Background: an optimization exercise with open tools, aiming at small area, a short achievable clock period and few clock cycles. Do not read the settings as production practice.
In this exercise RTL edits were held to simulation tests only and were not proved equivalent to the original.
Power and IR drop assume default switching activity.

## v6
Design huffman_codegen, start of the top module:
module huffman_codegen (
    input  wire       clk,
    input  wire       rst,           
    input  wire       start,
    input  wire [6:0] len,           
    output wire       ready,
    input  wire       in_valid,
    input  wire [7:0] in_data,
    output wire       in_ready,
    output wire       code_valid,
    output wire [7:0] code_sym,
    output wire [3:0] code_len,
    output wire [7:0] code_bits,     
    output wire       done,
    output wire       empty          
);
==> flow/config.mk <==
export PLATFORM = sky130hd
export DESIGN_NAME = huffman_codegen
export DESIGN_NICKNAME = huffman_codegen
export VERILOG_FILES = /design/flow/design.v
export SDC_FILE = /design/flow/constraint.sdc
export NUM_CORES = 8
export LEC_CHECK = 0
export CAP_MARGIN = 30
export CORE_MARGIN = 2
export CORE_UTILIZATION = 40
export CTS_BUF_LIST = sky130_fd_sc_hd__clkbuf_8
export PLACE_DENSITY = 0.6
export SLEW_MARGIN = 30
export TNS_END_PERCENT = 0
==> flow/constraint.sdc <==
create_clock -name core_clock -period 10.0 [get_ports {clk}]
set_input_delay 2.0000 -clock core_clock [delete_from_list [all_inputs] [get_ports {clk}]]
set_output_delay 2.0000 -clock core_clock [all_outputs]
set_load 0.01 [all_outputs]
standard.sh (not shown) runs the stock make flow with config.mk's settings and CLKGATE_MAP_FILE= SYNTH_SCRIPT=/design/flow/synth_recipe.tcl, a recipe that flattens the netlist after the stock synthesis.
==> flow/flow/run.sh <==
#!/bin/bash
set -euo pipefail
bash standard.sh SETUP_SLACK_MARGIN=8 finish > standard_flow.log 2>&1
Although it ran to completion, v6 produced a layout that fails the final checks because of antenna violations.
Testbench counts of v6, summed over its fixed seeds: cycles 22,445.
Input-level comparison between v7 and v6:
- setting SETUP_SLACK_MARGIN to 5 for the first time
==> flow/run.sh (new file) <==
#!/bin/bash
# synth_recipe.tcl (not shown) runs the flow's synth.tcl, then flattens the netlist and writes it again
# the make line also repeats each setting of config.mk as NAME=value (left out here)
make -C /OpenROAD-flow-scripts/flow DESIGN_CONFIG=/design/flow/config.mk WORK_HOME=/design/flow/orfs CLKGATE_MAP_FILE= SYNTH_SCRIPT=/design/flow/synth_recipe.tcl finish
removed: flow/flow/run.sh
removed: flow/standard.sh
## What came out
- Looking at the reports, v7 completed the entire flow and the layout it produced met the timing, DRC and antenna checks.
- In the reports for v6 and v7, the larger combinational power belongs to v6.
- Relative to v6, overall routing resource usage decreased by 0.92 points in v7.
- v7 vs v6, core utilization went down by 0.63 points.
- v7 reports a lower area of combinational cells with multiple inputs than v6 does.
- Clock power share sits higher in v7 than in v6.
- Any difference in total number of multi-input combinational cells between v7 and v6 is small enough to ignore.
- Sort v6 and v7 by time the final worst path needs with I/O delays and setup asc -> top: v6

========
huffman_codegen, a different RTL version from the one above (not shown whole).
For scale: ~11000 cells after synthesis, about 1300 flip-flops, about 44 I/O pins, about 97000 um2 of cells after synthesis.
clock: 10.0 ns
lec_check: 0
cap_margin: 30
core_margin: 2
core_utilization: 40
cts_cluster_diameter: 120
cts_cluster_size: 16
place_density: 0.6
slew_margin: 30
tns_end_percent: 0
==> flow/flow/run.sh <==
#!/bin/bash
set -euo pipefail
bash standard.sh SETUP_SLACK_MARGIN=8 MAX_REPAIR_ANTENNAS_ITER_GRT=15 MAX_REPAIR_ANTENNAS_ITER_DRT=15 finish > standard_flow.log 2>&1
Testbench counts at the start, summed over its fixed seeds: cycles 21,272.
==> next run, changes <==
==> flow/run.sh (new file) <==
#!/bin/bash
# synth_recipe.tcl (not shown) runs the flow's synth.tcl, then flattens the netlist and writes it again
# the make line also repeats each setting of config.mk as NAME=value (left out here)
make -C /OpenROAD-flow-scripts/flow DESIGN_CONFIG=/design/flow/config.mk WORK_HOME=/design/flow/orfs CLKGATE_MAP_FILE= SYNTH_SCRIPT=/design/flow/synth_recipe.tcl finish
- SETUP_SLACK_MARGIN: default -> 5
removed: flow/flow/run.sh
removed: flow/standard.sh
Effect:
- The changed run went through all stages and came out clean
- die area is unchanged
- global-route usage is about the same
- sequential share of layout area rose by 0.58 points

========
huffman_codegen, a different RTL version from the one above (not shown whole).
Size in the first run: roughly 10000 cells after synthesis, ~1300 flip-flops, ~44 I/O pins, roughly 97000 um2 of cells after synthesis.
export LEC_CHECK = 0
export CAP_MARGIN = 30
export CORE_MARGIN = 2
export CORE_UTILIZATION = 45
export CTS_CLUSTER_DIAMETER = 120
export CTS_CLUSTER_SIZE = 16
export PLACE_DENSITY = 0.7
export SLEW_MARGIN = 30
export TNS_END_PERCENT = 0
create_clock -name core_clock -period 10.0 [get_ports {clk}]
==> flow/flow/run.sh <==
#!/bin/bash
set -euo pipefail
bash standard.sh SETUP_SLACK_MARGIN=8 MAX_REPAIR_ANTENNAS_ITER_GRT=15 MAX_REPAIR_ANTENNAS_ITER_DRT=15 finish > standard_flow.log 2>&1
Testbench counts at the start, summed over its fixed seeds: cycles 21,272.
Next try:
--- a/flow/config.mk
+++ b/flow/config.mk
@@ -8,8 +8,8 @@
 export CAP_MARGIN = 30
 export CORE_MARGIN = 2
-export CORE_UTILIZATION = 45
+export CORE_UTILIZATION = 40
 export CTS_CLUSTER_DIAMETER = 120
 export CTS_CLUSTER_SIZE = 16
-export PLACE_DENSITY = 0.7
+export PLACE_DENSITY = 0.6
 export SLEW_MARGIN = 30
 export TNS_END_PERCENT = 0
Outcome: Hold slack stays flat. Synthesized area stays the same. Final cell count rose by about 2.5%. Power rises by 0.62%. Fmax shrinks by 1.1%. Clock-buffer cell count goes up by 2. Utilization shrinks by 5.4 points. Sequential share of layout area goes down by 0.14 points.

what the ideal ports hide:
In the flow no input, the clock included, has a driving cell. The finished layouts below were timed again as built, in two steps.
Step 1 sets driving cells, clkbuf_16 on the clock port and buf_2 on the other inputs (assumed; they add their load-dependent delay and slew).
Step 2, shift: input delay + t, output delay - t, t = (earliest + latest rising clock arrival at the registers) / 2. This alone moves slack from input paths to output paths.
a / b / c = ideal / step 1 / step 2; a / b = the first two.
| run | t (ns) | slack for setup (ns) | latest minus earliest clock arrival (ns) | worst slew at a driven data input, ns |
|---|---|---|---|---|
| v6 | 1.183 | 4.809 / 4.809 / 4.809 | 0.179 / 0.179 | 0.07 |
| v7 | 1.208 | 4.299 / 4.299 / 4.299 | 0.137 / 0.137 | 0.09 |
| the first run of note 2 | 0.954 | 4.785 / 4.785 / 4.785 | 0.145 / 0.144 | 0.14 |
| the second run of note 2 | 0.937 | 4.429 / 4.429 / 4.429 | 0.066 / 0.066 | 0.07 |
| the first run of note 3 | 0.934 | 4.945 / 4.945 / 4.945 | 0.127 / 0.127 | 0.04 |
| the second run of note 3 | 0.950 | 4.887 / 4.887 / 4.887 | 0.096 / 0.095 | 0.03 |
